Source: an optimization exercise on an open RTL-to-GDS flow (aim: small area, a short achievable clock period and few clock cycles per item). Production flows keep margins and buffers that such runs may drop.
At most, simulation tests tie the RTL to the original design; equivalence was not proved.
No functional check of the RTL was part of run 1.
No activity file was given, so power comes from the tool's default toggle rates.

==> design.v <==
module ppc_decode (
    input  wire         clk,
    input  wire         rst,         
    input  wire         wr_en,
    input  wire [7:0]   wr_addr,
    input  wire [31:0]  wr_data,
    output wire         busy,
    output wire [11:0]  status,
    output wire [31:0]  bits,
    output wire [127:0] fval,
    output wire [9:0]   cmdf
);
    localparam [3:0] R_NONE = 4'd0, R_OK = 4'd1, R_LEN = 4'd2,
                     R_BADDESC = 4'd7, R_BADCMD = 4'd8;
    integer i;
    reg        lock;
    reg [6:0]  rxlen;
    reg [6:0]  d_rawlen;
    reg [5:0]  d_bitlen;
    reg        d_order;
    reg        d_half;
    reg [7:0]  d_sentinel;
    reg        d_st_en;
    reg        d_st_w2;
    reg [5:0]  d_st_pos;
    reg [15:0] d_sab  [0:3];     
    reg        f_en   [0:3];
    reg        f_kind [0:3];
    reg [5:0]  f_start[0:3];
    reg [5:0]  f_end  [0:3];
    reg        e_valid[0:7];
    reg [1:0]  e_field[0:7];
    reg [31:0] e_value[0:7];
    reg [31:0] e_pat  [0:7];
    reg [7:0]  raw    [0:63];
    reg        t_len;            
    reg        t_f  [0:3];       
    reg        t_st;             
    reg        t_e  [0:7];       
    reg [3:0]  res_code;
    reg        res_wenum;
    reg        res_ovalid;
    reg [31:0] bits_r;
    reg [31:0] fval_r [0:3];
    reg [3:0]  present_r;
    reg        sa_r, sb_r;
    reg        busy_r;
    reg        go;               
    reg        ok_r;             
    reg        baddesc_r;        
    reg [31:0] ext_r;            
    reg [3:0]  rem;              
    reg        va_r;             
    reg        hz_r;             
    reg        gohz;             
    reg        a_rev, a_kind, a_en;
    reg [1:0]  a_f;
    reg [4:0]  a_sh, a_wm1;
    reg [7:0]  a_cand;
    reg        vb;
    reg [31:0] y_r;
    reg [4:0]  b_wm1;
    reg [7:0]  b_cand;
    reg        b_num, b_enum;
    reg [3:0]  b_we;
    reg        vc;
    reg [7:0]  m_r;
    reg [31:0] num_r;
    reg        c_enum;
    reg [3:0]  c_we;
    reg [3:0]  st_ab_r;
    assign busy = busy_r;
    reg        cfg_ok;           
    function sample;
        input [7:0] m;
        input [7:0] s;
        begin
            sample = ((d_half ? s : m) == d_sentinel);
        end
    endfunction
    function rawlen_ok;
        input [6:0] r;
        begin
            rawlen_ok = !r[0] && r >= 7'd4 && r <= 7'd64;
        end
    endfunction
    wire        wr  = wr_en && !busy_r && !rst;
    wire        dwr = wr && !lock;
    wire [31:0] wd  = rst ? 32'd0 : wr_data;
    wire w_rawlen = dwr && wr_addr == 8'h10;
    wire w_bitlen = dwr && wr_addr == 8'h11;
    wire w_state  = dwr && wr_addr == 8'h1B;
    reg  [3:0] w_fctl;
    reg  [7:0] w_ectl;
    always @(*) begin
        for (i = 0; i < 4; i = i + 1) w_fctl[i] = dwr && wr_addr == 8'h20 + 4 * i;
        for (i = 0; i < 8; i = i + 1) w_ectl[i] = dwr && wr_addr == 8'h30 + 4 * i;
    end
    reg [3:0] ek;                
    always @(*)
        for (i = 0; i < 4; i = i + 1) ek[i] = f_en[i] & f_kind[i];
    always @(posedge clk) begin
        if (rst || w_rawlen) d_rawlen <= wd[6:0];
        if (rst || w_bitlen) d_bitlen <= wd[5:0];
        if (rst || (dwr && wr_addr == 8'h15)) begin d_order <= wd[0]; d_half <= wd[1]; end
        if (rst || (dwr && wr_addr == 8'h16)) d_sentinel <= wd[7:0];
        if (rst || w_state) begin
            d_st_en  <= wd[0];
            d_st_w2  <= wd[1];
            d_st_pos <= wd[13:8];
        end
        for (i = 0; i < 4; i = i + 1) begin
            if (rst || (dwr && wr_addr == 8'h1C + i)) d_sab[i] <= wd[15:0];
            if (rst || w_fctl[i]) begin
                f_en[i]    <= wd[0];
                f_kind[i]  <= wd[1];
                f_start[i] <= wd[13:8];
                f_end[i]   <= wd[21:16];
            end
        end
        for (i = 0; i < 8; i = i + 1) begin
            if (rst || w_ectl[i]) begin
                e_valid[i] <= wd[0];
                e_field[i] <= wd[3:2];
            end
            if (rst || (dwr && wr_addr == 8'h31 + 4 * i)) e_value[i] <= wd;
            if (rst || (dwr && wr_addr == 8'h32 + 4 * i)) e_pat[i]   <= wd;
        end
        if (rst || (wr && wr_addr == 8'h03)) rxlen <= wd[6:0];
        if (rst) lock <= 1'b0;
        else if (wr && wr_addr == 8'h02 && wr_data[0]) lock <= 1'b1;
        for (i = 0; i < 64; i = i + 1)
            if (wr && wr_addr == 8'h80 + i) raw[i] <= wr_data[7:0];
    end
    reg       t_len_n, t_st_n;
    reg [3:0] t_f_n;
    reg [7:0] t_e_n;
    always @(*) begin
        t_len_n = t_len;
        if (w_rawlen)
            t_len_n = rawlen_ok(wr_data[6:0]) && d_bitlen <= wr_data[6:1];
        else if (w_bitlen)
            t_len_n = rawlen_ok(d_rawlen) && wr_data[5:0] <= d_rawlen[6:1];
        for (i = 0; i < 4; i = i + 1) begin
            t_f_n[i] = t_f[i];
            if (w_fctl[i])
                t_f_n[i] = !wr_data[0] ||
                           (wr_data[13:8] <= wr_data[21:16] && wr_data[21:16] < d_bitlen);
            else if (w_bitlen)
                t_f_n[i] = !f_en[i] ||
                           (f_start[i] <= f_end[i] && f_end[i] < wr_data[5:0]);
        end
        t_st_n = t_st;
        if (w_state)
            t_st_n = !wr_data[0] ||
                     ({1'b0, wr_data[13:8]} + {6'd0, wr_data[1]} < {1'b0, d_bitlen});
        else if (w_bitlen)
            t_st_n = !d_st_en ||
                     ({1'b0, d_st_pos} + {6'd0, d_st_w2} < {1'b0, wr_data[5:0]});
        for (i = 0; i < 8; i = i + 1) begin
            t_e_n[i] = t_e[i];
            if (w_ectl[i])
                t_e_n[i] = !wr_data[0] || ek[wr_data[3:2]];
            else if (w_fctl[e_field[i]])
                t_e_n[i] = !e_valid[i] || (wr_data[0] && wr_data[1]);
        end
    end
    always @(posedge clk) begin
        if (rst) begin
            t_len  <= 1'b0;
            t_st   <= 1'b1;
            cfg_ok <= 1'b0;
            for (i = 0; i < 4; i = i + 1) t_f[i] <= 1'b1;
            for (i = 0; i < 8; i = i + 1) t_e[i] <= 1'b1;
        end else begin
            t_len  <= t_len_n;
            t_st   <= t_st_n;
            cfg_ok <= t_len_n && t_st_n && (&t_f_n) && (&t_e_n);
            for (i = 0; i < 4; i = i + 1) t_f[i] <= t_f_n[i];
            for (i = 0; i < 8; i = i + 1) t_e[i] <= t_e_n[i];
        end
    end
    always @(posedge clk) begin
        for (i = 0; i < 32; i = i + 1)
            ext_r[i] <= (i < d_bitlen) && sample(raw[2 * i], raw[2 * i + 1]);
        ok_r      <= lock && cfg_ok && (rxlen == d_rawlen);
        baddesc_r <= !(lock && cfg_ok);
        st_ab_r   <= {sample(d_sab[3][7:0], d_sab[3][15:8]), sample(d_sab[2][7:0], d_sab[2][15:8]),
                      sample(d_sab[1][7:0], d_sab[1][15:8]), sample(d_sab[0][7:0], d_sab[0][15:8])};
    end
    wire [3:0] fen_v  = {f_en[3], f_en[2], f_en[1], f_en[0]};
    wire [3:0] src0   = (fen_v == 4'd0) ? 4'b0001 : fen_v;
    wire [3:0] pk0    = src0 & (~src0 + 4'd1);
    wire [3:0] pk1    = rem & (~rem + 4'd1);
    reg  [1:0] pf0, pf1;
    always @(*) begin
        case (pk0)
            4'b0010: pf0 = 2'd1;
            4'b0100: pf0 = 2'd2;
            4'b1000: pf0 = 2'd3;
            default: pf0 = 2'd0;
        endcase
        case (pk1)
            4'b0010: pf1 = 2'd1;
            4'b0100: pf1 = 2'd2;
            4'b1000: pf1 = 2'd3;
            default: pf1 = 2'd0;
        endcase
    end
    wire [4:0] s0 = f_start[pf0][4:0], e0 = f_end[pf0][4:0];
    wire [4:0] s1 = f_start[pf1][4:0], e1 = f_end[pf1][4:0];
    wire       rev0 = !d_order && !f_kind[pf0];
    wire       rev1 = !d_order && !f_kind[pf1];
    reg  [7:0] cand0, cand1;
    always @(*)
        for (i = 0; i < 8; i = i + 1) begin
            cand0[i] = e_valid[i] && (e_field[i] == pf0);
            cand1[i] = e_valid[i] && (e_field[i] == pf1);
        end
    wire [24:0] ctl0 = {pf0, f_en[pf0], f_kind[pf0], rev0, rev0 ? ~e0 : s0, e0 - s0, cand0};
    wire [24:0] ctl1 = {pf1, f_en[pf1], f_kind[pf1], rev1, rev1 ? ~e1 : s1, e1 - s1, cand1};
    reg [31:0] vin;
    always @(*)
        for (i = 0; i < 32; i = i + 1)
            vin[i] = a_rev ? ext_r[31 - i] : ext_r[i];
    wire [31:0] y = vin >> a_sh;
    reg [31:0] mask;
    always @(*)
        for (i = 0; i < 32; i = i + 1)
            mask[i] = (i <= b_wm1);
    reg [7:0] m;
    always @(*)
        for (i = 0; i < 8; i = i + 1)
            m[i] = b_cand[i] && (((e_pat[i] ^ y_r) & mask) == 32'd0);
    reg [31:0] evsel;
    reg        found;
    always @(*) begin
        evsel = 32'd0;
        found = 1'b0;
        for (i = 0; i < 8; i = i + 1) begin
            if (m_r[i] && !found) evsel = e_value[i];
            found = found | m_r[i];
        end
    end
    wire [31:0] fres = evsel | num_r;
    wire [63:0] st_v  = {32'd0, ext_r} >> d_st_pos;
    wire [1:0]  st_x  = st_v[1:0];
    wire        st_is_a = d_st_w2 ? (st_x == st_ab_r[1:0]) : (st_x[0] == st_ab_r[0]);
    wire        st_is_b = d_st_w2 ? (st_x == st_ab_r[3:2]) : (st_x[0] == st_ab_r[2]);
    wire cmd_wr  = wr && wr_addr == 8'h00;
    wire go_n    = cmd_wr && wr_data == 32'd1;
    wire spec_n  = go_n && !hz_r;           
    wire kill    = go && !ok_r;             
    wire rld     = go && gohz;              
    wire sa_v    = busy_r && va_r && (!go || ok_r);
    wire adv     = (busy_r && !rld) || (wr_en && wr_addr == 8'h00);
    wire va_n    = busy_r ? (rld ? ok_r : (sa_v && (rem != 4'd0))) : (spec_n && (rem != 4'd0));
    wire vb_n    = busy_r ? sa_v : spec_n;
    wire vb_eff  = vb && !kill;
    always @(posedge clk) begin
        if (rst) begin
            busy_r     <= 1'b0;
            go         <= 1'b0;
            gohz       <= 1'b0;
            hz_r       <= 1'b1;
            va_r       <= 1'b0;
            vb         <= 1'b0;
            vc         <= 1'b0;
            res_code   <= R_NONE;
            res_wenum  <= 1'b0;
            res_ovalid <= 1'b0;
        end else begin
            go     <= go_n;
            gohz   <= go_n && hz_r;
            hz_r   <= wr && !(wr_addr == 8'h02 || wr_addr == 8'h03);
            va_r   <= va_n;
            vb     <= vb_n;
            vc     <= vb_eff;
            busy_r <= go_n || va_n || vb_n || vb_eff;
            if (cmd_wr && wr_data != 32'd0 && wr_data != 32'd1) begin
                res_code   <= R_BADCMD;
                res_wenum  <= 1'b0;
                res_ovalid <= 1'b0;
            end
            if (go) begin
                res_wenum <= 1'b0;
                if (baddesc_r) begin
                    res_code   <= R_BADDESC;
                    res_ovalid <= 1'b0;
                end else if (!ok_r) begin
                    res_code   <= R_LEN;
                    res_ovalid <= 1'b0;
                end else begin
                    res_code   <= R_OK;
                    res_ovalid <= 1'b1;
                end
            end else if (vc && c_enum && !found) begin
                res_wenum <= 1'b1;
            end
        end
    end
    always @(posedge clk) begin
        if (!busy_r || sa_v || rld) begin
            rem <= adv ? (rem & ~pk1) : (src0 & ~pk0);
            {a_f, a_en, a_kind, a_rev, a_sh, a_wm1, a_cand} <= adv ? ctl1 : ctl0;
        end
        y_r    <= y;
        b_wm1  <= a_wm1;
        b_cand <= a_en ? a_cand : 8'd0;
        b_num  <= a_en && !a_kind;
        b_enum <= a_en && a_kind;
        for (i = 0; i < 4; i = i + 1)
            b_we[i] <= a_en && (a_f == i);
        for (i = 0; i < 8; i = i + 1) m_r[i] <= vb_eff && m[i];
        num_r  <= (vb_eff && b_num) ? (y_r & mask) : 32'd0;
        c_enum <= vb_eff && b_enum;
        c_we   <= vb_eff ? b_we : 4'd0;
        if (go) begin
            bits_r <= ext_r;
            sa_r   <= d_st_en && st_is_a;
            sb_r   <= d_st_en && !st_is_a && st_is_b;
        end
        for (i = 0; i < 4; i = i + 1)
            if (go || c_we[i]) begin
                fval_r[i]    <= fres;
                present_r[i] <= !go && (!c_enum || found);
            end
    end
    assign status = {lock, cfg_ok, res_ovalid, res_wenum, 4'hF, res_code};
    assign bits   = bits_r;
    assign fval   = {fval_r[3], fval_r[2], fval_r[1], fval_r[0]};
    assign cmdf   = {sb_r, sa_r, 4'd0, present_r};
endmodule
==> flow/run.sh <==
#!/bin/bash
# Standard ORFS layout (the standard.sh), with the timing repair steps
# asked to leave a larger setup margin so that they size the design for a
# shorter period than the 10 ns clock requires. Constraints are unchanged.
set -euo pipefail
export SETUP_SLACK_MARGIN=${SETUP_MARGIN_NS:-7}
bash standard.sh > orfs_make.log 2>&1
==> standard.sh <==
#!/bin/bash
# synth_recipe.tcl (not shown) runs the flow's synth.tcl, then flattens the netlist and writes it again
# the make line also repeats each setting of config.mk as NAME=value (left out here)
make -C /OpenROAD-flow-scripts/flow DESIGN_CONFIG=/design/flow/config.mk WORK_HOME=/design/flow/orfs CLKGATE_MAP_FILE= SYNTH_SCRIPT=/design/flow/synth_recipe.tcl "${@:-finish}"
==> config.mk <==
export PLATFORM = sky130hd
export DESIGN_NAME = ppc_decode
export DESIGN_NICKNAME = ppc_decode
export VERILOG_FILES = /design/flow/design.v
export SDC_FILE = /design/flow/constraint.sdc
export NUM_CORES = 4
export LEC_CHECK = 0
export CAP_MARGIN = 20
export CORE_MARGIN = 2
export CORE_UTILIZATION = 60
export PLACE_DENSITY = 0.72
export SLEW_MARGIN = 20
==> constraint.sdc <==
create_clock -name core_clock -period 10.0 [get_ports {clk}]
set_input_delay 2.0000 -clock core_clock [delete_from_list [all_inputs] [get_ports {clk}]]
set_output_delay 2.0000 -clock core_clock [all_outputs]
set_load 0.01 [all_outputs]
==> results of run 1 <==
==> registers in the layout, summed over array words and instances (netlist names), 16 cells and up <==
| register | cells |
|---|---|
| e_pat | 256 |
| f_start | 24 |
| y_r | 32 |
| bits_r | 32 |
| ext_r | 32 |
| f_end | 24 |
| raw | 512 |
| d_sab | 64 |
| e_value | 256 |
| fval_r | 128 |
| num_r | 32 |
| e_field | 16 |
==> cell usage in the layout (no fill, tap or decap), types with 26 or more instances in the layout <==
cell / Yosys / routed
o22ai_1: 89 / 89
mux2i_1: 341 / 339
and3_1: 45 / 44
clkbuf_16: 0 / 172
buf_4: 15 / 163
buf_12: 0 / 81
inv_1: 78 / 70
o21ai_4: 0 / 26
nor2_1: 197 / 113
nand2_1: 263 / 236
clkinv_2: 0 / 33
dfxtp_1: 163 / 150
edfxtp_1: 1398 / 1398
mux4_2: 38 / 38
a22oi_1: 37 / 36
nor2_4: 0 / 70
nand4_1: 63 / 63
buf_6: 1 / 60
o2111ai_1: 44 / 42
xor2_1: 330 / 330
xnor2_1: 273 / 273
a221oi_1: 48 / 44
ha_1: 89 / 85
buf_2: 13 / 175
nand3_1: 59 / 46
a21oi_1: 96 / 84
clkbuf_1: 167 / 32
nor3_1: 53 / 30
o21ai_0: 122 / 89
a221o_1: 34 / 33
==> per-stage QoR <==
step	power [mW]	util [%]	setup slack [ns]	area [um^2]
2_1_floorplan	9.07	-	5.92	67500
3_3_place_gp	9.86	65.1	4.36	70900
3_5_place_dp	9.89	65.1	4.31	71000
4_1_cts	15.8	71.9	6.42	78300
5_1_grt	16.4	73.5	6.09	80100
6_report	15.9	73.5	6.11	80100
==> how the worst min path moves through the flow <==
stage / depth (start not counted) / to / slack, ns
detailed placement: 0 / b_wm1[4] / 0.35
floorplan: 0 / b_wm1[0] / 0.32
finish: 0 / b_wm1[4] / 0.35
global placement: 0 / b_wm1[4] / 0.34
CTS: 0 / b_wm1[4] / 0.36
global route: 0 / b_wm1[4] / 0.37
==> power by group <==
| group | total, mW | internal (mW) | switching, mW |
|---|---|---|---|
| sequential | 7.72 | 7.42 | 0.305 |
| combinational | 2.37 | 0.868 | 1.50 |
| clock | 5.85 | 3.36 | 2.48 |
| total | 15.9 | 11.7 | 4.29 |
==> metal layers <==
metal  track usage [%]  vias up  part of all wire, %
met4              15.5        2                  5.1
met5                 0        -               0.0035
met1              45.0    21000                   37
met2              55.4     2693                   48
met3              6.39      567                   11
li1                  -    17900                    -
==> final cells by class <==
| type | count | area (um^2) | share of cell area (%) |
|---|---|---|---|
| sequential | 1561 | 45300 | 56.5 |
| multi-input combinational | 2594 | 21900 | 27.4 |
| timing repair buffer | 543 | 5620 | 7.02 |
| clock buffer | 213 | 4450 | 5.55 |
| tap | 1414 | 1770 | 2.21 |
| clock inverter | 73 | 701 | 0.875 |
| inverter | 83 | 349 | 0.436 |
| antenna | 7 | 17.5 | 0.0219 |
==> repair_timing <==
action | CTS | global route
gates cloned | 20 | 16
setup buffers | 134 | 69
endpoints found under the hold margin | 0 | 0
setup endpoints to repair | 1904 | 1366
pin swaps | 78 | 92
resized for setup | 1050 | 169
==> logic make-up (layout without fill, tap and decap cells) <==
logic type / after synthesis / after routing / synth area share [%]
flip-flops: 1561 / 1561 / 68.6
other: 2 / 15 / 0.0114
buffers and inverters: 336 / 912 / 2.03
XOR/XNOR: 603 / 603 / 8.01
AO/OA/AOI/OAI: 610 / 616 / 6.36
AND/OR/NAND/NOR: 877 / 883 / 6.55
adder cells (fa/ha/maj): 91 / 91 / 1.75
multiplexers: 393 / 393 / 6.71
==> worst max-delay path, delay by kind of cell <==
family | cells | cell delay (ns)
simple gates | 4 | 1.40
compound gates | 3 | 0.57
buf+inv | 3 | 0.48
mux | 1 | 0.13
==> flow_summary.json, run 1 <==
{
  "status": "timing/DRC/antenna clean",
  "tns_ns": 0,
  "cts_root_buffer": "clkbuf_16",
  "hold_class": "flop to flop",
  "numCtsBuffers": 155,
  "finalMaxSlewViolations": 0,
  "finalNetCount": 5072,
  "area_growth_pct": 21.4,
  "worst_setup_path_start_kind": "input port",
  "grt_pass1_vias": 40200,
  "ys_seq_elements": 1561,
  "ys_top_cells_by_area": "edfxtp_1, mux2i_1, dfxtp_1",
  "crit_start": "wr_addr[3]",
  "clkSlewWorstSetupHoldPaths_ns": 0.06,
  "dp_hpwl_um": 119000,
  "antenna_found_initial": 12,
  "vdd_drop_max_uv": 202,
  "yosys.area.top_type": "edfxtp_1",
  "synth_common_cells": "edfxtp_1, mux2i_1, xor2_1",
  "final_cells": 6488,
  "worst_pin_slew_ns": 1.25,
  "io_buffers": 217,
  "rsz0062_at_grt": "yes",
  "clock_path_buffers": 3,
  "relSlewSlack_pct": 16.3,
  "fp.dieH_um": 336,
  "drtPass1Iterations": 6,
  "layout_min_cycle_time_ns": 3.89,
  "grt_pass1_wl_um": 276000,
  "worstHoldStart": "a_wm1[4]",
  "synth_top_area_share_pct": 63.6,
  "routed_wl_um": 198000,
  "rows": 121,
  "start_util_pct": 60.5,
  "path_max_fanout": 11,
  "n_fill_cell": 6758,
  "cp-end-kind": "flop",
  "holdWs_ns": 0.354,
  "synth_cells": 4473,
  "max_freq_ghz": 0.257,
  "wl_per_cell_um": 30.5,
  "worstReg2RegStart": "d_bitlen[2]",
  "synth.avg_cell_area_um2": 14.7,
  "detailedRoute.firstIterationViolations": 5265,
  "finalCritPeriodShare_pct": 38.9,
  "cts_sinks": 1561,
  "insertion_delay_ns": 0.78,
  "grt_max_degree": 67,
  "ys_seq_area_share_pct": 68.6,
  "synth_edf_count": 1398,
  "die_w_um": 336,
  "gp_congestion": 0.915,
  "rrSetupSlack_ns": 6.60,
  "hold_violations": 0,
  "syn_area_mm2": 0.0660,
  "async_reset_ff_share_pct": 0,
  "cts_tree": "built",
  "cpMaxStageDelayCell": "or3b_4",
  "vias": 42200,
  "power_leakage_nw": 28.3,
  "yosys_warnings": 14,
  "dieArea_mm2": 0.113,
  "overflow": 0,
  "yosys.cell_types.count": 86,
  "drtAntennaViolNets": 0,
  "drcViolationCount": 0,
  "cts_max_level": 4,
  "arrival_ns": 4.59,
  "crit_end": "cfg_ok",
  "fin_skew_ns": 0.0302,
  "final_layout_size_suffix_gt1_share_pct": 23.1,
  "power_density_mw_per_mm2": 199,
  "path_class": "input port to flop",
  "cpPeakStageDelay_ns": 0.43,
  "path_common_cell": "buf_12",
  "r2r-end": "cfg_ok",
  "grtUsageTotal_pct": 34.1,
  "io_pins": 226,
  "drv_cap": 0,
  "dominantRegCellSynth": "edfxtp_1",
  "rr_worst_depth": 10,
  "core_area_mm2": 0.109,
  "setup_viol": 0,
  "required_ns": 10.71,
  "ctsHoldBuffers": 0,
  "place_inst": 5954,
  "vias_per_cell": 6.51,
  "yosys.cell_count.top_type": "edfxtp_1",
  "crit_chain": "buf_12, buf_12, bufbuf_16, or3b_4, nor4_2, mux2i_1, o2bb2ai_1, a21oi_2, or3_4, nor4_4, o311a_1"
}
==> inputs of run 2 (changes only) <==
--- a/design.v
+++ b/design.v
@@ -251,10 +251,9 @@
     wire go_n    = cmd_wr && wr_data == 32'd1;
     wire spec_n  = go_n && !hz_r;           
     wire kill    = go && !ok_r;             
-    wire rld     = go && gohz;              
-    wire sa_v    = busy_r && va_r && (!go || ok_r);
-    wire adv     = (busy_r && !rld) || (wr_en && wr_addr == 8'h00);
-    wire va_n    = busy_r ? (rld ? ok_r : (sa_v && (rem != 4'd0))) : (spec_n && (rem != 4'd0));
+    wire sa_v    = busy_r && (go ? (ok_r && (gohz || va_r)) : va_r);
+    wire adv     = busy_r || spec_n;        
+    wire va_n    = (busy_r ? sa_v : spec_n) && (rem != 4'd0);
     wire vb_n    = busy_r ? sa_v : spec_n;
     wire vb_eff  = vb && !kill;
     always @(posedge clk) begin
@@ -272,7 +271,7 @@
         end else begin
             go     <= go_n;
             gohz   <= go_n && hz_r;
-            hz_r   <= wr && !(wr_addr == 8'h02 || wr_addr == 8'h03);
+            hz_r   <= wr && !(wr_addr == 8'h00 || wr_addr == 8'h02 || wr_addr == 8'h03);
             va_r   <= va_n;
             vb     <= vb_n;
             vc     <= vb_eff;
@@ -300,7 +299,7 @@
         end
     end
     always @(posedge clk) begin
-        if (!busy_r || sa_v || rld) begin
+        if (!busy_r || sa_v) begin
             rem <= adv ? (rem & ~pk1) : (src0 & ~pk0);
             {a_f, a_en, a_kind, a_rev, a_sh, a_wm1, a_cand} <= adv ? ctl1 : ctl0;
         end
--- a/config.mk
+++ b/config.mk
@@ -7,6 +7,6 @@
 export LEC_CHECK = 0
 export CAP_MARGIN = 20
 export CORE_MARGIN = 2
-export CORE_UTILIZATION = 60
-export PLACE_DENSITY = 0.72
+export CORE_UTILIZATION = 40
+export PLACE_DENSITY = 0.6
 export SLEW_MARGIN = 20
==> flow_summary.json, run 2 <==
{
  "top_layer_used": "met5",
  "synth_edf_count": 1398,
  "cts_root_buffer": "clkbuf_16",
  "ys_seq_elements": 1561,
  "grt_pass1_wl_um": 290000,
  "synth_cells": 4455,
  "finalMaxSlewViolations": 0,
  "grt_pass1_vias": 39500,
  "detailedRoute.firstIterationViolations": 5239,
  "clock_path_buffers": 3,
  "yosys.cell_count.top_type": "edfxtp_1",
  "worst_setup_path_start_kind": "input port",
  "area_growth_pct": 22.9,
  "wl_met3_um": 20500,
  "layout_commonest_cell": "edfxtp_1",
  "wl_per_cell_um": 28.6,
  "clkSlewWorstSetupHoldPaths_ns": 0.06,
  "cts_max_level": 4,
  "max_freq_ghz": 0.278,
  "path_class": "input port to flop",
  "synthAdderAreaFrac_pct": 1.75,
  "cpPeakStageDelay_ns": 0.41,
  "cpMaxStageDelayCell": "or3b_4",
  "power.total_mw": 16.2,
  "worst_pin_slew_ns": 1.17,
  "cts_sinks": 1561,
  "async_reset_ff_share_pct": 0,
  "ys_top_cells_by_area": "edfxtp_1, mux2i_1, dfxtp_1",
  "yosys.cell_types.count": 74,
  "tns_ns": 0,
  "syn_area_mm2": 0.0660,
  "antenna_found_initial": 16,
  "final_layout_size_suffix_gt1_share_pct": 23.4,
  "synthXorXnorAreaFrac_pct": 8.03,
  "fp.dieH_um": 410,
  "synth_top_family_by_area": "XOR/XNOR gates",
  "worstHoldStart": "a_wm1[0]",
  "io_buffers": 217,
  "drv_cap": 0,
  "synth-compound-area-share_pct": 6.54,
  "io_pins": 226,
  "grt_max_degree": 69,
  "rrSetupSlack_ns": 6.95,
  "relSlewSlack_pct": 22.3,
  "yosys_warnings": 14,
  "vias_per_cell": 5.70,
  "insertion_delay_ns": 0.83,
  "fin_skew_ns": 0.0492,
  "start_util_pct": 40.2,
  "synth_common_cells": "edfxtp_1, mux2i_1, xor2_1",
  "largest-register": "raw",
  "numCtsBuffers": 162,
  "power_density_mw_per_mm2": 199,
  "synth.avg_cell_area_um2": 14.8,
  "drcViolationCount": 0,
  "rsz0062_at_grt": "yes",
  "cp-end-kind": "flop",
  "r2r-end": "a_wm1[4]",
  "placed_area_mm2": 0.0720,
  "final_cell_mix": "edfxtp_1, mux2i_1, xor2_1",
  "hold_path_end": "b_wm1[0]",
  "rows": 149,
  "gp_congestion": 0.902,
  "met2WireLength_um": 95600,
  "power_leakage_nw": 28.1,
  "vdd_drop_max_uv": 162,
  "largest_reg_flops": 512,
  "crit_chain": "buf_16, or3b_4, buf_12, nor4_4, nand4_1, o21bai_4, mux2_4, xnor2_1, and3_1",
  "ys_seq_area_share_pct": 68.5,
  "dominantRegCellSynth": "edfxtp_1",
  "synth_top_area_share_pct": 63.6,
  "worstReg2RegStart": "rem[2]",
  "rr_worst_depth": 12,
  "drtPass1Iterations": 6,
  "muxShareOfSynthArea_pct": 6.83,
  "stdcell_area_mm2": 0.0812,
  "status": "timing/DRC/antenna clean",
  "drt-met1-wl_um": 86300,
  "cts_tree": "built",
  "finalCritPeriodShare_pct": 35.9,
  "required_ns": 10.58,
  "hold_class": "flop to flop",
  "drtAntennaViolNets": 0,
  "hold_violations": 0,
  "overflow": 0,
  "hold_path_depth": 0,
  "top_regs": "raw: 512 flops, e_pat: 256 flops, e_value: 256 flops",
  "grtUsageTotal_pct": 24.0,
  "dp_hpwl_um": 124000,
  "finalNetCount": 5089,
  "yosys.area.top_type": "edfxtp_1",
  "dieArea_mm2": 0.168,
  "vias": 41500,
  "setup_viol": 0,
  "synth-simple-area-share_pct": 6.26,
  "core_area_mm2": 0.164,
  "routed_wl_um": 209000,
  "die_w_um": 410,
  "path_max_fanout": 5,
  "layout_min_cycle_time_ns": 3.59,
  "arrival_ns": 4.17
}
-- run 2: cell types whose count changed after synthesis, sizes merged, moves of 7 or more --
cell | previous run | this run
a211oi | 16 | 25
a21oi | 97 | 107
a222oi | 8 | 0
and3 | 45 | 33
nand2 | 263 | 236
nand2b | 14 | 22
nor3 | 54 | 34
o21ai | 127 | 93
o21bai | 2 | 30
o22ai | 89 | 104
o32ai | 2 | 9
or2 | 17 | 26
xnor2 | 273 | 287
xor2 | 330 | 316
-- run 2: kinds of logic after synthesis --
kind of cell    Yosys count
flops                  1561
simple gates            839
compound gates          626
xor+xnor                604
mux                     394
buf+inv                 338
fa+ha+maj                91
other cells               2
-- run 2: metal layers --
metal / vias to the layer above / GRT usage, %
li1: 17900 / -
met1: 21100 / 33.2
met2: 2150 / 37.5
met3: 402 / 5.58
met4: 8 / 7.28
met5: - / 0.632
-- run 2: through the flow --
step                setup slack, ns  utilization, %  hold WS [ns]  instances
global route                   6.35            49.4         0.347       7283
floorplan                      5.55               -         0.323       4461
CTS                            6.42            48.5         0.343       7193
global placement               2.88            43.8         0.332       6721
detailed placement             4.13            43.8         0.329       6725
finish                         6.41            49.4         0.340       7286
-- run 2: where the power goes --
group / switching [mW] / leakage, nW / internal, mW
combinational: 1.63 / 11.4 / 0.883
sequential: 0.188 / 14.1 / 7.41
clock: 2.59 / 2.66 / 3.49
-- run 2: timing repair --
action | 4_1_cts | 5_1_grt
pin swaps | 86 | 59
gates resized for setup | 1052 | 114
setup buffers | 138 | 79
endpoints found under the setup margin | 1829 | 1294
cloned | 27 | 11
hold buffers | 0 | 0
-- run 2: worst max-delay path, delay by kind of cell --
family                    cells  cell delay [ns]
muxes                         1             0.39
and+or+nand+nor               4             1.08
AOI/OAI and AO/OA             1             0.31
xor gates and xnor gates      1             0.13
buffers and inverters         2             0.26
-- run 2: worst max path at each step --
stage / slack, ns / from / cells past startpoint / to
floorplan: 5.55 / rst / 5 / e_pat[4][0]
global placement: 2.88 / wr_data[16] / 8 / a_cand[2]
detailed placement: 4.13 / wr_data[16] / 9 / a_cand[2]
CTS: 6.42 / wr_addr[3] / 9 / a_cand[0]
global route: 6.35 / rst / 9 / a_cand[7]
finish: 6.41 / rst / 9 / a_cand[0]
-- run 2: final cells by class --
class / instances / area, um^2
antenna: 3 / 7.51
clock buffer: 219 / 4570
clock inverter: 84 / 828
fill: 13900 / 83200
inverter: 83 / 334
multi-input combinational: 2577 / 21700
sequential: 1561 / 45300
tap: 2189 / 2740
timing repair buffer: 570 / 5720
Testbench counts of run 2, summed over its fixed seeds: cycles 21,268, decodes 384.
==> inputs of run 3 (changes only) <==
--- a/design.v
+++ b/design.v
@@ -84,8 +84,9 @@
             rawlen_ok = !r[0] && r >= 7'd4 && r <= 7'd64;
         end
     endfunction
-    wire        wr  = wr_en && !busy_r && !rst;
-    wire        dwr = wr && !lock;
+    wire        wr_nr = wr_en && !busy_r;
+    wire        wr    = wr_nr && !rst;
+    wire        dwr   = wr_nr && !lock;
     wire [31:0] wd  = rst ? 32'd0 : wr_data;
     wire w_rawlen = dwr && wr_addr == 8'h10;
     wire w_bitlen = dwr && wr_addr == 8'h11;
@@ -126,12 +127,17 @@
             if (rst || (dwr && wr_addr == 8'h31 + 4 * i)) e_value[i] <= wd;
             if (rst || (dwr && wr_addr == 8'h32 + 4 * i)) e_pat[i]   <= wd;
         end
-        if (rst || (wr && wr_addr == 8'h03)) rxlen <= wd[6:0];
+        if (rst || (wr_nr && wr_addr == 8'h03)) rxlen <= wd[6:0];
         if (rst) lock <= 1'b0;
-        else if (wr && wr_addr == 8'h02 && wr_data[0]) lock <= 1'b1;
+        else if (wr_nr && wr_addr == 8'h02 && wr_data[0]) lock <= 1'b1;
         for (i = 0; i < 64; i = i + 1)
             if (wr && wr_addr == 8'h80 + i) raw[i] <= wr_data[7:0];
     end
+    wire [5:0] bitlen_m1 = d_bitlen - 6'd1;           
+    wire [6:0] st_end    = {1'b0, d_st_pos} + {6'd0, d_st_w2};
+    reg  [3:0] f_order;                               
+    always @(*)
+        for (i = 0; i < 4; i = i + 1) f_order[i] = f_start[i] <= f_end[i];
     reg       t_len_n, t_st_n;
     reg [3:0] t_f_n;
     reg [7:0] t_e_n;
@@ -147,16 +153,14 @@
                 t_f_n[i] = !wr_data[0] ||
                            (wr_data[13:8] <= wr_data[21:16] && wr_data[21:16] < d_bitlen);
             else if (w_bitlen)
-                t_f_n[i] = !f_en[i] ||
-                           (f_start[i] <= f_end[i] && f_end[i] < wr_data[5:0]);
+                t_f_n[i] = !f_en[i] || (f_order[i] && f_end[i] < wr_data[5:0]);
         end
         t_st_n = t_st;
         if (w_state)
             t_st_n = !wr_data[0] ||
-                     ({1'b0, wr_data[13:8]} + {6'd0, wr_data[1]} < {1'b0, d_bitlen});
+                     (wr_data[13:8] < d_bitlen && (!wr_data[1] || wr_data[13:8] < bitlen_m1));
         else if (w_bitlen)
-            t_st_n = !d_st_en ||
-                     ({1'b0, d_st_pos} + {6'd0, d_st_w2} < {1'b0, wr_data[5:0]});
+            t_st_n = !d_st_en || st_end < {1'b0, wr_data[5:0]};
         for (i = 0; i < 8; i = i + 1) begin
             t_e_n[i] = t_e[i];
             if (w_ectl[i])
@@ -247,13 +251,14 @@
     wire [1:0]  st_x  = st_v[1:0];
     wire        st_is_a = d_st_w2 ? (st_x == st_ab_r[1:0]) : (st_x[0] == st_ab_r[0]);
     wire        st_is_b = d_st_w2 ? (st_x == st_ab_r[3:2]) : (st_x[0] == st_ab_r[2]);
-    wire cmd_wr  = wr && wr_addr == 8'h00;
+    wire cmd_wr  = wr_nr && wr_addr == 8'h00;
     wire go_n    = cmd_wr && wr_data == 32'd1;
     wire spec_n  = go_n && !hz_r;           
     wire kill    = go && !ok_r;             
-    wire sa_v    = busy_r && (go ? (ok_r && (gohz || va_r)) : va_r);
-    wire adv     = busy_r || spec_n;        
-    wire va_n    = (busy_r ? sa_v : spec_n) && (rem != 4'd0);
+    wire rld     = go && gohz;              
+    wire sa_v    = busy_r && va_r && (!go || ok_r);
+    wire adv     = (busy_r && !rld) || (wr_en && wr_addr == 8'h00);
+    wire va_n    = busy_r ? (rld ? ok_r : (sa_v && (rem != 4'd0))) : (spec_n && (rem != 4'd0));
     wire vb_n    = busy_r ? sa_v : spec_n;
     wire vb_eff  = vb && !kill;
     always @(posedge clk) begin
@@ -271,7 +276,7 @@
         end else begin
             go     <= go_n;
             gohz   <= go_n && hz_r;
-            hz_r   <= wr && !(wr_addr == 8'h00 || wr_addr == 8'h02 || wr_addr == 8'h03);
+            hz_r   <= wr_nr && !(wr_addr == 8'h02 || wr_addr == 8'h03);
             va_r   <= va_n;
             vb     <= vb_n;
             vc     <= vb_eff;
@@ -299,7 +304,7 @@
         end
     end
     always @(posedge clk) begin
-        if (!busy_r || sa_v) begin
+        if (!busy_r || sa_v || rld) begin
             rem <= adv ? (rem & ~pk1) : (src0 & ~pk0);
             {a_f, a_en, a_kind, a_rev, a_sh, a_wm1, a_cand} <= adv ? ctl1 : ctl0;
         end
--- a/config.mk
+++ b/config.mk
@@ -10,3 +10,4 @@
 export CORE_UTILIZATION = 40
 export PLACE_DENSITY = 0.6
 export SLEW_MARGIN = 20
+export TNS_END_PERCENT = 10
==> flow_summary.json, run 3 <==
{
  "grt_pass1_wl_um": 271000,
  "final_cell_mix": "edfxtp_1, xnor2_1, mux2i_1",
  "worst_setup_path_start_kind": "input port",
  "rsz0062_at_grt": "yes",
  "io_pins": 226,
  "clock_path_buffers": 3,
  "finalNetCount": 4940,
  "max_freq_ghz": 0.279,
  "numCtsBuffers": 164,
  "synth_cells": 4447,
  "io_buffers": 217,
  "finalMaxSlewViolations": 0,
  "ys_seq_elements": 1561,
  "largest_reg_flops": 512,
  "place_ws_ns": 4.37,
  "fin_skew_ns": 0.0552,
  "die_w_um": 411,
  "overflow": 0,
  "core_area_mm2": 0.165,
  "path_max_fanout": 8,
  "fp.dieH_um": 411,
  "drtPass1Iterations": 6,
  "hold_class": "flop to flop",
  "synth.avg_cell_area_um2": 14.9,
  "drv_cap": 0,
  "ctsHoldBuffers": 0,
  "routed_wl_um": 191000,
  "utilization_pct": 47.5,
  "status": "timing/DRC/antenna clean",
  "ys_seq_area_share_pct": 68.4,
  "cp-end-kind": "flop",
  "dominantRegCellSynth": "edfxtp_1",
  "worst_pin_slew_ns": 1.17,
  "cts_max_level": 4,
  "synth_common_cells": "edfxtp_1, xnor2_1, mux2i_1",
  "power.total_mw": 16.0,
  "layout_commonest_cell": "edfxtp_1",
  "required_ns": 10.69,
  "detailedRoute.firstIterationViolations": 4235,
  "drcViolationCount": 0,
  "top_regs": "raw: 512 flops, e_pat: 256 flops, e_value: 256 flops",
  "holdWs_ns": 0.343,
  "vias_per_cell": 5.57,
  "syn_area_mm2": 0.0662,
  "cts_sinks": 1561,
  "arrival_ns": 4.27,
  "drtAntennaViolNets": 0,
  "async_reset_ff_share_pct": 0,
  "finalCritPeriodShare_pct": 35.8,
  "yosys.cell_types.count": 83,
  "gp_congestion": 0.879,
  "worst_slack_ns": 6.42,
  "vdd_drop_max_uv": 183,
  "hold_violations": 0,
  "dieArea_mm2": 0.169,
  "grt_pass1_vias": 38400,
  "path_class": "input port to flop",
  "synth_edf_count": 1398,
  "yosys.cell_count.top_type": "edfxtp_1",
  "synth_top_area_share_pct": 63.4,
  "cts_tree": "built",
  "layout_min_cycle_time_ns": 3.58,
  "relSlewSlack_pct": 21.2,
  "insertion_delay_ns": 0.82,
  "area_growth_pct": 18.1,
  "yosys.area.top_type": "edfxtp_1",
  "power_density_mw_per_mm2": 204,
  "grt_max_degree": 103,
  "power_leakage_nw": 27.3,
  "cts_root_buffer": "clkbuf_16",
  "clkSlewWorstSetupHoldPaths_ns": 0.06,
  "ys_top_cells_by_area": "edfxtp_1, mux2i_1, dfxtp_1",
  "vias": 39800,
  "wl_per_cell_um": 26.8,
  "rows": 149,
  "yosys_warnings": 14,
  "hold_path_depth": 0,
  "grtUsageTotal_pct": 22.1,
  "final_layout_size_suffix_gt1_share_pct": 18.0,
  "setup_viol": 0,
  "tns_ns": 0,
  "n_fill_cell": 14100,
  "dp_hpwl_um": 121000,
  "largest-register": "raw",
  "antenna_found_initial": 11,
  "start_util_pct": 40.2,
  "rr_worst_depth": 8
}
-- run 3: cell types whose count changed after synthesis, sizes merged, moves of 18 or more --
cell | before | now
nor3 | 34 | 53
xor2 | 316 | 258
xnor2 | 287 | 346
buf | 84 | 103
nand3 | 65 | 32
o21bai | 30 | 12
clkbuf | 171 | 149
-- run 3: worst max-delay path, stage by stage --
cell and delay (ns):
buf_12 0.11, or4b_4 0.58, nor3_4 0.14, buf_6 0.16
a311oi_2 0.11, a211o_1 0.34, a2111oi_4 0.32, nand4_1 0.23
nor4_2 0.29
-- run 3: logic make-up after synthesis --
logic type	Yosys count	share of synthesized area (%)
AOI/OAI and AO/OA	595	6.33
buffers and inverters	333	2.06
muxes	394	6.83
xor gates and xnor gates	604	7.99
DFF	1561	68.4
other	2	0.0113
and+or+nand+nor	861	6.54
adders and majority gates	97	1.86
-- run 3: final cells by class --
type	count	area, um^2	area share (%)
antenna	3	7.51	0.00960
clock buffer	222	4480	5.73
clock inverter	85	1020	1.30
inverter	81	327	0.418
multi-input combinational	2561	20700	26.5
sequential	1561	45300	57.9
tap	2189	2740	3.50
timing repair buffer	431	3590	4.60
-- run 3: layer usage --
layer / global-route usage (%) / wire length, um / vias up
met1: 30.7 / 81000 / 20200
li1: - / - / 17600
met4: 6.77 / 5500 / 10
met5: 0 / 62 / -
met2: 35.7 / 90600 / 1610
met3: 3.43 / 13700 / 325
-- run 3: worst paths after layout --
kind                            slack, ns       end        from
worst max-delay path                 6.42    cfg_ok  wr_addr[6]
worst min-delay path                 0.34  b_wm1[2]    a_wm1[2]
worst max register to register       6.67    m_r[3]    b_wm1[3]
worst min register to register       0.34  b_wm1[2]    a_wm1[2]
-- run 3: what timing repair did --
item                       4_1_cts  5_1_grt
gates cloned                     3        5
buffers inserted                48       39
gates resized for setup        389      397
setup endpoints to repair     1804     1568
pin swaps                       15       31
-- run 3: where the power goes --
part | switching [mW] | internal (mW)
Sequential | 0.245 | 7.41
Clock | 2.60 | 3.50
Combinational | 1.42 | 0.780
-- run 3: stage by stage --
| stage | area [um^2] | instances |
|---|---|---|
| 2_1_floorplan | 66300 | 4453 |
| 3_3_place_gp | 71200 | 6724 |
| 3_5_place_dp | 71200 | 6726 |
| 4_1_cts | 77500 | 7084 |
| 5_1_grt | 78200 | 7130 |
| 6_report | 78200 | 7133 |
Testbench counts of run 3, summed over its fixed seeds: cycles 21,268, decodes 384.
==> inputs of run 4 (changes only) <==
--- a/config.mk
+++ b/config.mk
@@ -10,4 +10,3 @@
 export CORE_UTILIZATION = 40
 export PLACE_DENSITY = 0.6
 export SLEW_MARGIN = 20
-export TNS_END_PERCENT = 10
==> flow_summary.json, run 4 <==
{
  "status": "timing/DRC/antenna clean",
  "grt_pass1_vias": 39400,
  "synth_edf_count": 1398,
  "synthXorXnorAreaFrac_pct": 7.99,
  "yosys.cell_types.count": 83,
  "rrSetupSlack_ns": 6.46,
  "cp-end-kind": "flop",
  "numCtsBuffers": 163,
  "power.total_mw": 16.2,
  "switchingPower_mw": 4.41,
  "dieArea_mm2": 0.169,
  "vias": 40500,
  "relSlewSlack_pct": 22.1,
  "power_density_mw_per_mm2": 202,
  "io_pins": 226,
  "cp_top_family": "simple AND/OR/NAND/NOR gates",
  "utilization_pct": 48.8,
  "worstHoldStart": "a_wm1[2]",
  "pwr-share-seq_pct": 47.3,
  "synth-simple-area-share_pct": 6.54,
  "ys_top_cells_by_area": "edfxtp_1, mux2i_1, dfxtp_1",
  "worst_pin_slew_ns": 1.17,
  "cts_root_buffer": "clkbuf_16",
  "place_ws_ns": 4.28,
  "layout_min_cycle_time_ns": 3.56,
  "worst_slack_ns": 6.44,
  "wl_per_cell_um": 28.1,
  "yosys_warnings": 14,
  "dominantRegCellSynth": "edfxtp_1",
  "largest_reg_flops": 512,
  "detailedRoute.firstIterationViolations": 4285,
  "synth_cells": 4447,
  "final_cells": 7181,
  "insertion_delay_ns": 0.83,
  "required_ns": 10.70,
  "hold_violations": 0,
  "gp_congestion": 0.893,
  "core_area_mm2": 0.165,
  "place_inst": 6691,
  "yosys.cell_count.top_type": "edfxtp_1",
  "rr_worst_depth": 12,
  "muxShareOfSynthArea_pct": 6.83,
  "final_layout_size_suffix_gt1_share_pct": 22.5,
  "start_util_pct": 40.2,
  "drv_cap": 0,
  "r2r-end": "cfg_ok",
  "p_comb_share_pct": 14.2,
  "drcViolationCount": 0,
  "hold_class": "flop to flop",
  "synth_top_area_share_pct": 63.4,
  "critPathBufInv": 2,
  "cts_tree": "built",
  "path_max_fanout": 8,
  "cpPeakStageDelay_ns": 0.63,
  "overflow": 0,
  "clkSlewWorstSetupHoldPaths_ns": 0.06,
  "layout_commonest_cell": "edfxtp_1",
  "area_growth_pct": 21.3,
  "swShare_pct": 27.2,
  "cpMaxStageDelayCell": "or4b_4",
  "drtPass1Iterations": 6,
  "rows": 149,
  "top_regs": "raw: 512 flops, e_pat: 256 flops, e_value: 256 flops",
  "final_cell_mix": "edfxtp_1, xnor2_1, mux2i_1",
  "setup_viol": 0,
  "io_buffers": 217,
  "async_reset_ff_share_pct": 0,
  "cts_max_level": 4,
  "routed_wl_um": 202000,
  "internal_power_mw": 11.8,
  "worst_setup_path_start_kind": "input port",
  "power_leakage_nw": 27.8,
  "fin_skew_ns": 0.0634,
  "yosys.area.top_type": "edfxtp_1",
  "die_w_um": 411,
  "ys_seq_elements": 1561,
  "grt_pass1_wl_um": 284000,
  "synth.avg_cell_area_um2": 14.9,
  "dp_hpwl_um": 122000,
  "crit_chain": "buf_12, or4b_4, nor3_4, buf_6, a311oi_2, a211o_1, a2111oi_4, nand4_1, nor4_2",
  "vdd_drop_max_uv": 195,
  "worstReg2RegStart": "d_bitlen[2]",
  "drtAntennaViolNets": 0,
  "max_freq_ghz": 0.281,
  "largest-register": "raw",
  "synthAdderAreaFrac_pct": 1.86,
  "path_class": "input port to flop",
  "clock_path_buffers": 3,
  "rsz0062_at_grt": "yes",
  "vias_per_cell": 5.64,
  "grtUsageTotal_pct": 23.2,
  "clkPwrFrac_pct": 38.5,
  "synth_top_family_by_area": "XOR/XNOR gates",
  "synth-compound-area-share_pct": 6.33,
  "finalCritPeriodShare_pct": 35.6,
  "hold_path_end": "b_wm1[2]",
  "fp.dieH_um": 411,
  "hold_path_depth": 0,
  "finalMaxSlewViolations": 0,
  "arrival_ns": 4.26,
  "syn_area_mm2": 0.0662,
  "finalNetCount": 4990,
  "cts_sinks": 1561,
  "grt_max_degree": 72,
  "ys_seq_area_share_pct": 68.4,
  "synth_common_cells": "edfxtp_1, xnor2_1, mux2i_1",
  "antenna_found_initial": 10,
  "tns_ns": 0,
  "ctsHoldBuffers": 0
}
[run 4: worst max path at each step]
| stage | end | cells after the start | from |
|---|---|---|---|
| 2_1_floorplan | cfg_ok | 10 | wr_addr[4] |
| 3_3_place_gp | e_value[5][23] | 4 | wr_addr[2] |
| 3_5_place_dp | e_value[5][23] | 4 | wr_addr[2] |
| 4_1_cts | cmdf[9] | 1 | sb_r |
| 5_1_grt | cfg_ok | 9 | wr_addr[7] |
| 6_report | cfg_ok | 9 | wr_addr[7] |
[run 4: layer usage]
layer	track usage, %	part of all wire, %
met5	0	0
met4	6.95	3.1
met3	4.38	7.8
met2	38.2	48
met1	31.3	41
[run 4: stage by stage]
step           area (um^2)  hold WS, ns
3_3_place_gp         71900        0.333
5_1_grt              80300        0.349
2_1_floorplan        67500        0.323
6_report             80300        0.341
3_5_place_dp         71900        0.330
4_1_cts              79200        0.343
[run 4: what timing repair did]
item                       4_1_cts  5_1_grt
setup endpoints to repair     1987      843
pin swaps                       68       60
buffers inserted               110       37
resized for setup             1071      124
cloned                          24        9
[run 4: logic make-up (layout without fill, tap and decap cells)]
| group | after synthesis | in the layout |
|---|---|---|
| compound gates | 595 | 607 |
| buf+inv | 333 | 853 |
| xor+xnor | 604 | 604 |
| flops | 1561 | 1561 |
| other cells | 2 | 12 |
| mux | 394 | 394 |
| simple gates | 861 | 864 |
| fa+ha+maj | 97 | 97 |
[run 4: final cells by class]
cell class	instances	area, um^2
antenna	4	10.0
clock buffer	217	4420
clock inverter	86	1170
fill	13900	84400
inverter	81	328
multi-input combinational	2574	21900
sequential	1561	45300
tap	2189	2740
timing repair buffer	469	4400
[run 4: power groups by stage]
stage / clock network [mW] / registers [mW] / logic (mW)
3_3_place_gp: 0 / 7.82 / 2.02
6_report: 6.25 / 7.69 / 2.30
3_5_place_dp: 0 / 7.83 / 2.03
4_1_cts: 6.34 / 7.68 / 2.20
5_1_grt: 6.59 / 7.70 / 2.43
2_1_floorplan: 0 / 7.63 / 1.38
==> inputs of run 5 (changes only) <==
--- a/config.mk
+++ b/config.mk
@@ -8,5 +8,7 @@
 export CAP_MARGIN = 20
 export CORE_MARGIN = 2
 export CORE_UTILIZATION = 40
+export CTS_CLUSTER_DIAMETER = 80
+export CTS_CLUSTER_SIZE = 20
 export PLACE_DENSITY = 0.6
 export SLEW_MARGIN = 20
==> flow_summary.json, run 5 <==
{
  "cpMaxStageDelayCell": "or4b_4",
  "placed_area_mm2": 0.0719,
  "drv_cap": 0,
  "largest_reg_flops": 512,
  "cts_max_level": 3,
  "async_reset_ff_share_pct": 0,
  "wl_per_cell_um": 28.7,
  "required_ns": 10.68,
  "synth_top_area_share_pct": 63.4,
  "relSlewSlack_pct": 13.9,
  "dieArea_mm2": 0.169,
  "clkSlewWorstSetupHoldPaths_ns": 0.08,
  "routed_wl_um": 202000,
  "ys_top_cells_by_area": "edfxtp_1, mux2i_1, dfxtp_1",
  "io_buffers": 217,
  "grtUsageTotal_pct": 23.2,
  "syn_area_mm2": 0.0662,
  "stdcell_area_mm2": 0.0781,
  "synth_common_cells": "edfxtp_1, xnor2_1, mux2i_1",
  "drcViolationCount": 0,
  "cts_root_buffer": "clkbuf_16",
  "worst_pin_slew_ns": 1.29,
  "clock_path_buffers": 3,
  "vias": 40100,
  "die_w_um": 411,
  "rsz0062_at_grt": "yes",
  "largest-register": "raw",
  "final_layout_size_suffix_gt1_share_pct": 21.1,
  "worst_setup_path_start_kind": "input port",
  "power_leakage_nw": 26.8,
  "tns_ns": 0,
  "overflow": 0,
  "hold_violations": 0,
  "dp_hpwl_um": 122000,
  "insertion_delay_ns": 0.79,
  "status": "timing/DRC/antenna clean",
  "yosys.cell_types.count": 83,
  "cts_sinks": 1561,
  "io_pins": 226,
  "utilization_pct": 47.5,
  "grt_pass1_vias": 38900,
  "finalNetCount": 4934,
  "yosys.cell_count.top_type": "edfxtp_1",
  "worstReg2RegStart": "d_bitlen[0]",
  "area_growth_pct": 18.1,
  "cpPeakStageDelay_ns": 0.63,
  "gp_congestion": 0.893,
  "detailedRoute.firstIterationViolations": 4530,
  "grt_max_degree": 72,
  "vdd_drop_max_uv": 153,
  "cts_tree": "built",
  "final_cell_mix": "edfxtp_1, xnor2_1, mux2i_1",
  "start_util_pct": 40.2,
  "fin_skew_ns": 0.0631,
  "hold_path_depth": 0,
  "numCtsBuffers": 97,
  "worst_slack_ns": 6.42,
  "ys_seq_elements": 1561,
  "synth_cells": 4447,
  "ys_seq_area_share_pct": 68.4,
  "antenna_found_initial": 14,
  "place_ws_ns": 4.28,
  "rows": 149,
  "core_area_mm2": 0.165,
  "layout_min_cycle_time_ns": 3.58,
  "crit_chain": "buf_12, or4b_4, nor3_4, buf_6, a311oi_2, a211o_1, a2111oi_4, nand4_1, nor4_2",
  "dominantRegCellSynth": "edfxtp_1",
  "synth_edf_count": 1398,
  "max_freq_ghz": 0.279,
  "path_max_fanout": 8,
  "fp.dieH_um": 411,
  "arrival_ns": 4.26,
  "rrSetupSlack_ns": 6.52,
  "yosys.area.top_type": "edfxtp_1",
  "path_class": "input port to flop",
  "top_regs": "raw: 512 flops, e_pat: 256 flops, e_value: 256 flops",
  "drtAntennaViolNets": 0,
  "worstHoldStart": "a_wm1[2]",
  "vias_per_cell": 5.68,
  "setup_viol": 0,
  "r2r-end": "cfg_ok",
  "synth.avg_cell_area_um2": 14.9,
  "drtPass1Iterations": 6,
  "layout_commonest_cell": "edfxtp_1",
  "hold_class": "flop to flop",
  "hold_path_end": "b_wm1[2]",
  "power_density_mw_per_mm2": 183,
  "grt_pass1_wl_um": 284000,
  "cp-end-kind": "flop",
  "finalMaxSlewViolations": 0,
  "ctsHoldBuffers": 0,
  "yosys_warnings": 14,
  "finalCritPeriodShare_pct": 35.8,
  "rr_worst_depth": 12
}
## run 5: power by group
group,leakage [nW],total [mW],internal (mW),switching (mW)
Combinational,11.0,2.32,0.849,1.47
Sequential,14.3,7.67,7.40,0.272
Clock,1.51,4.33,2.03,2.30
Total,26.8,14.3,10.3,4.04
## run 5: critical path: cells and delay by family
family          cells  cell delay, ns
simple gates        4            1.25
compound gates      3            0.74
buf+inv             2            0.26
## run 5: timing repair
| action | in CTS | in global routing |
|---|---|---|
| endpoints found under the hold margin | 0 | 0 |
| pin swaps | 71 | 57 |
| setup buffers | 107 | 44 |
| resized for setup | 1074 | 147 |
| endpoints found under the setup margin | 1989 | 981 |
| gates cloned | 29 | 10 |
## run 5: area by class of cell
class | instances | area (um^2)
fill | 14100 | 86500
multi-input combinational | 2578 | 22100
antenna | 8 | 20.0
inverter | 81 | 324
tap | 2189 | 2740
clock inverter | 30 | 482
sequential | 1561 | 45300
clock buffer | 138 | 2680
timing repair buffer | 475 | 4530
## run 5: worst max-delay path by stage
| stage | from | to | slack (ns) |
|---|---|---|---|
| CTS | wr_data[5] | cfg_ok | 6.50 |
| global route | wr_addr[4] | cfg_ok | 6.35 |
| floorplan | wr_addr[4] | cfg_ok | 5.97 |
| finish | wr_addr[4] | cfg_ok | 6.42 |
| detailed placement | wr_addr[2] | e_value[5][23] | 4.28 |
| global placement | wr_addr[2] | e_value[5][23] | 4.31 |
## run 5: metal layers
| layer | GRT usage (%) | part of all wire [%] |
|---|---|---|
| met1 | 31.5 | 41 |
| met2 | 38.4 | 48 |
| met3 | 3.54 | 7.8 |
| met4 | 7.09 | 3.5 |
| met5 | 0 | 0.021 |
## run 5: through the flow
step                      cells  total power, mW  hold slack [ns]
final                      7060             14.3            0.346
after global routing       7052             14.7            0.355
after CTS                  6995             14.3            0.349
after detailed placement   6691             9.86            0.330
after global placement     6690             9.84            0.333
after floorplan            4453             9.01            0.323
## run 5: cell families after synthesis
kind of cell	count (synthesis)	synth area share, %
xor gates and xnor gates	604	7.99
and+or+nand+nor	861	6.54
other	2	0.0113
AOI/OAI and AO/OA	595	6.33
DFF	1561	68.4
muxes	394	6.83
adders and majority gates	97	1.86
buffers and inverters	333	2.06
==> inputs of run 6 (changes only) <==
--- a/config.mk
+++ b/config.mk
@@ -12,3 +12,4 @@
 export CTS_CLUSTER_SIZE = 20
 export PLACE_DENSITY = 0.6
 export SLEW_MARGIN = 20
+export TNS_END_PERCENT = 10
==> flow_summary.json, run 6 <==
{
  "status": "timing/DRC/antenna clean",
  "vias": 39300,
  "fp.dieH_um": 411,
  "layout_min_cycle_time_ns": 3.61,
  "hold_violations": 0,
  "cp-end-kind": "flop",
  "grt_pass1_wl_um": 271000,
  "tns_ns": 0,
  "area_growth_pct": 15.3,
  "yosys.area.top_type": "edfxtp_1",
  "grt_pass1_vias": 38000,
  "power_density_mw_per_mm2": 184,
  "top_regs": "raw: 512 flops, e_pat: 256 flops, e_value: 256 flops",
  "crit_chain": "buf_4, and4bb_2, and2_2, nand3_1, or2_2, a2111oi_4, nand4_1, nor4_2",
  "rsz0062_at_grt": "yes",
  "overflow": 0,
  "max_freq_ghz": 0.277,
  "final_layout_size_suffix_gt1_share_pct": 15.6,
  "relSlewSlack_pct": 22.5,
  "insertion_delay_ns": 0.77,
  "ys_seq_elements": 1561,
  "swShare_pct": 28.1,
  "cpMaxStageDelayCell": "a2111oi_4",
  "n_fill_cell": 14300,
  "drv_cap": 0,
  "cpPeakStageDelay_ns": 0.38,
  "yosys_warnings": 14,
  "wl_per_cell_um": 27.4,
  "start_util_pct": 40.2,
  "crit_end": "cfg_ok",
  "fin_skew_ns": 0.0810,
  "final_cell_mix": "edfxtp_1, xnor2_1, mux2i_1",
  "placed_area_mm2": 0.0712,
  "cts_max_level": 3,
  "largest-register": "raw",
  "pwr-share-seq_pct": 54.6,
  "yosys.cell_count.top_type": "edfxtp_1",
  "largest_reg_flops": 512,
  "r2r-end": "a_wm1[4]",
  "rrSetupSlack_ns": 6.53,
  "clock_path_buffers": 3,
  "gp_congestion": 0.879,
  "synth_common_cells": "edfxtp_1, xnor2_1, mux2i_1",
  "grt_max_degree": 103,
  "path_class": "input port to flop",
  "arrival_ns": 4.21,
  "hold_class": "flop to flop",
  "ys_seq_area_share_pct": 68.4,
  "dp_hpwl_um": 121000,
  "dominantRegCellSynth": "edfxtp_1",
  "routed_wl_um": 192000,
  "finalMaxSlewViolations": 0,
  "detailedRoute.firstIterationViolations": 4441,
  "vdd_drop_max_uv": 172,
  "p_comb_share_pct": 15.8,
  "path_max_fanout": 16,
  "stdcell_area_mm2": 0.0763,
  "die_w_um": 411,
  "ctsHoldBuffers": 0,
  "drtPass1Iterations": 8,
  "clkSlewWorstSetupHoldPaths_ns": 0.08,
  "synth_edf_count": 1398,
  "worst_slack_ns": 6.39,
  "utilization_pct": 46.3,
  "layout_commonest_cell": "edfxtp_1",
  "internal_power_mw": 10.1,
  "cts_tree": "built",
  "clkPwrFrac_pct": 29.6,
  "vias_per_cell": 5.61,
  "antenna_found_initial": 12,
  "worstReg2RegStart": "f_en[0]",
  "ys_top_cells_by_area": "edfxtp_1, mux2i_1, dfxtp_1",
  "syn_area_mm2": 0.0662,
  "synth.avg_cell_area_um2": 14.9,
  "setup_viol": 0,
  "numCtsBuffers": 96,
  "rows": 149,
  "dieArea_mm2": 0.169,
  "cts_sinks": 1561,
  "grtUsageTotal_pct": 22.0,
  "worst_setup_path_start_kind": "input port",
  "cts_root_buffer": "clkbuf_16",
  "required_ns": 10.60,
  "io_pins": 226,
  "synth_top_area_share_pct": 63.4,
  "async_reset_ff_share_pct": 0,
  "switchingPower_mw": 3.93,
  "io_buffers": 217,
  "synth_cells": 4447,
  "place_ws_ns": 4.37,
  "power_leakage_nw": 26.2,
  "yosys.cell_types.count": 83,
  "worst_pin_slew_ns": 1.13,
  "core_area_mm2": 0.165,
  "finalNetCount": 4875,
  "drtAntennaViolNets": 0,
  "finalCritPeriodShare_pct": 36.1,
  "drcViolationCount": 0,
  "rr_worst_depth": 11,
  "crit_start": "wr_addr[2]",
  "holdWs_ns": 0.350
}
[run 6: kinds of logic after synthesis]
kind of cell             Yosys count  synth area share, %
adder cells (fa/ha/maj)           97                 1.86
AO/OA/AOI/OAI                    595                 6.33
flip-flops                      1561                 68.4
XOR/XNOR                         604                 7.99
buffers and inverters            333                 2.06
other                              2               0.0113
multiplexers                     394                 6.83
AND/OR/NAND/NOR                  861                 6.54
[run 6: worst min-delay path by stage]
stage             start  endpoint  slack (ns)  depth (start not counted)
2_1_floorplan  a_wm1[0]  b_wm1[0]        0.32                          0
3_3_place_gp   a_wm1[2]  b_wm1[2]        0.33                          0
3_5_place_dp   a_wm1[2]  b_wm1[2]        0.33                          0
4_1_cts        a_wm1[2]  b_wm1[2]        0.35                          0
5_1_grt        a_wm1[2]  b_wm1[2]        0.37                          0
6_report       a_wm1[2]  b_wm1[2]        0.35                          0
[run 6: area by class of cell]
type,instances,area (um^2),area share (%)
Antenna cell,3,7.51,0.00984
Clock buffer,139,2600,3.41
Clock inverter,31,424,0.556
Inverter,81,323,0.423
Multi-Input combinational cell,2565,21000,27.5
Sequential cell,1561,45300,59.3
Tap cell,2189,2740,3.59
Timing Repair Buffer,430,3910,5.12
[run 6: through the flow]
| step | total power [mW] | instances |
|---|---|---|
| floorplan | 8.98 | 4453 |
| global placement | 9.82 | 6724 |
| detailed placement | 9.84 | 6726 |
| CTS | 14.0 | 6960 |
| global route | 14.4 | 6997 |
| finish | 14.0 | 6999 |
[run 6: power groups by stage]
stage,logic [mW],registers [mW],clock network (mW)
after CTS,2.11,7.65,4.22
after detailed placement,2.04,7.81,0
after global placement,2.02,7.80,0
after global routing,2.33,7.68,4.44
after floorplan,1.35,7.64,0
final,2.21,7.65,4.15
[run 6: per-layer routing]
layer / wire, um / global-route usage, %
met1: 81000 / 30.8
met2: 91300 / 36.1
met3: 14200 / 3.01
met4: 4940 / 5.84
met5: 58 / 0
[run 6: worst max-delay path, delay by kind of cell]
kind / cells / cell delay, ns
and+or+nand+nor: 6 / 1.56
AOI/OAI and AO/OA: 1 / 0.38
buffers and inverters: 1 / 0.27
[run 6: repair_timing]
action                                   CTS  global route
endpoints found under the setup margin  1878          1555
pin swaps                                 27            27
setup buffers                             57            26
cloned                                     7             9
resized for setup                        463           278

==> afterwards: timing with drivers on the ports <==
How much do the figures lean on ideal ports? The routed layouts below were timed once more, with nothing changed but the port constraints. Step 1 assumes that a clkbuf_16 drives the clock port and a buf_2 every other input. Step 2, shift: input delay + t, output delay - t, t = (earliest + latest rising clock arrival at the registers) / 2. This alone moves slack from input paths to output paths. a / b / c = ideal ports / drivers / drivers and shift; a / b = the first two.
run | t, ns | setup slack, ns | pins driven straight from the clock port
run 1 | 0.844 | 6.114 / 6.131 / 5.287 | 1
run 2 | 0.895 | 6.408 / 6.372 / 5.477 | 1
run 3 | 0.875 | 6.420 / 6.405 / 5.531 | 1
run 4 | 0.883 | 6.444 / 6.390 / 5.578 | 1
run 5 | 0.835 | 6.417 / 6.449 / 5.614 | 1
run 6 | 0.804 | 6.387 / 6.385 / 5.581 | 1
After both steps setup and hold are still met in every run listed. For run 2, which loses most, drivers alone change the setup slack by -0.036 ns; drivers and shift together by -0.931 ns.
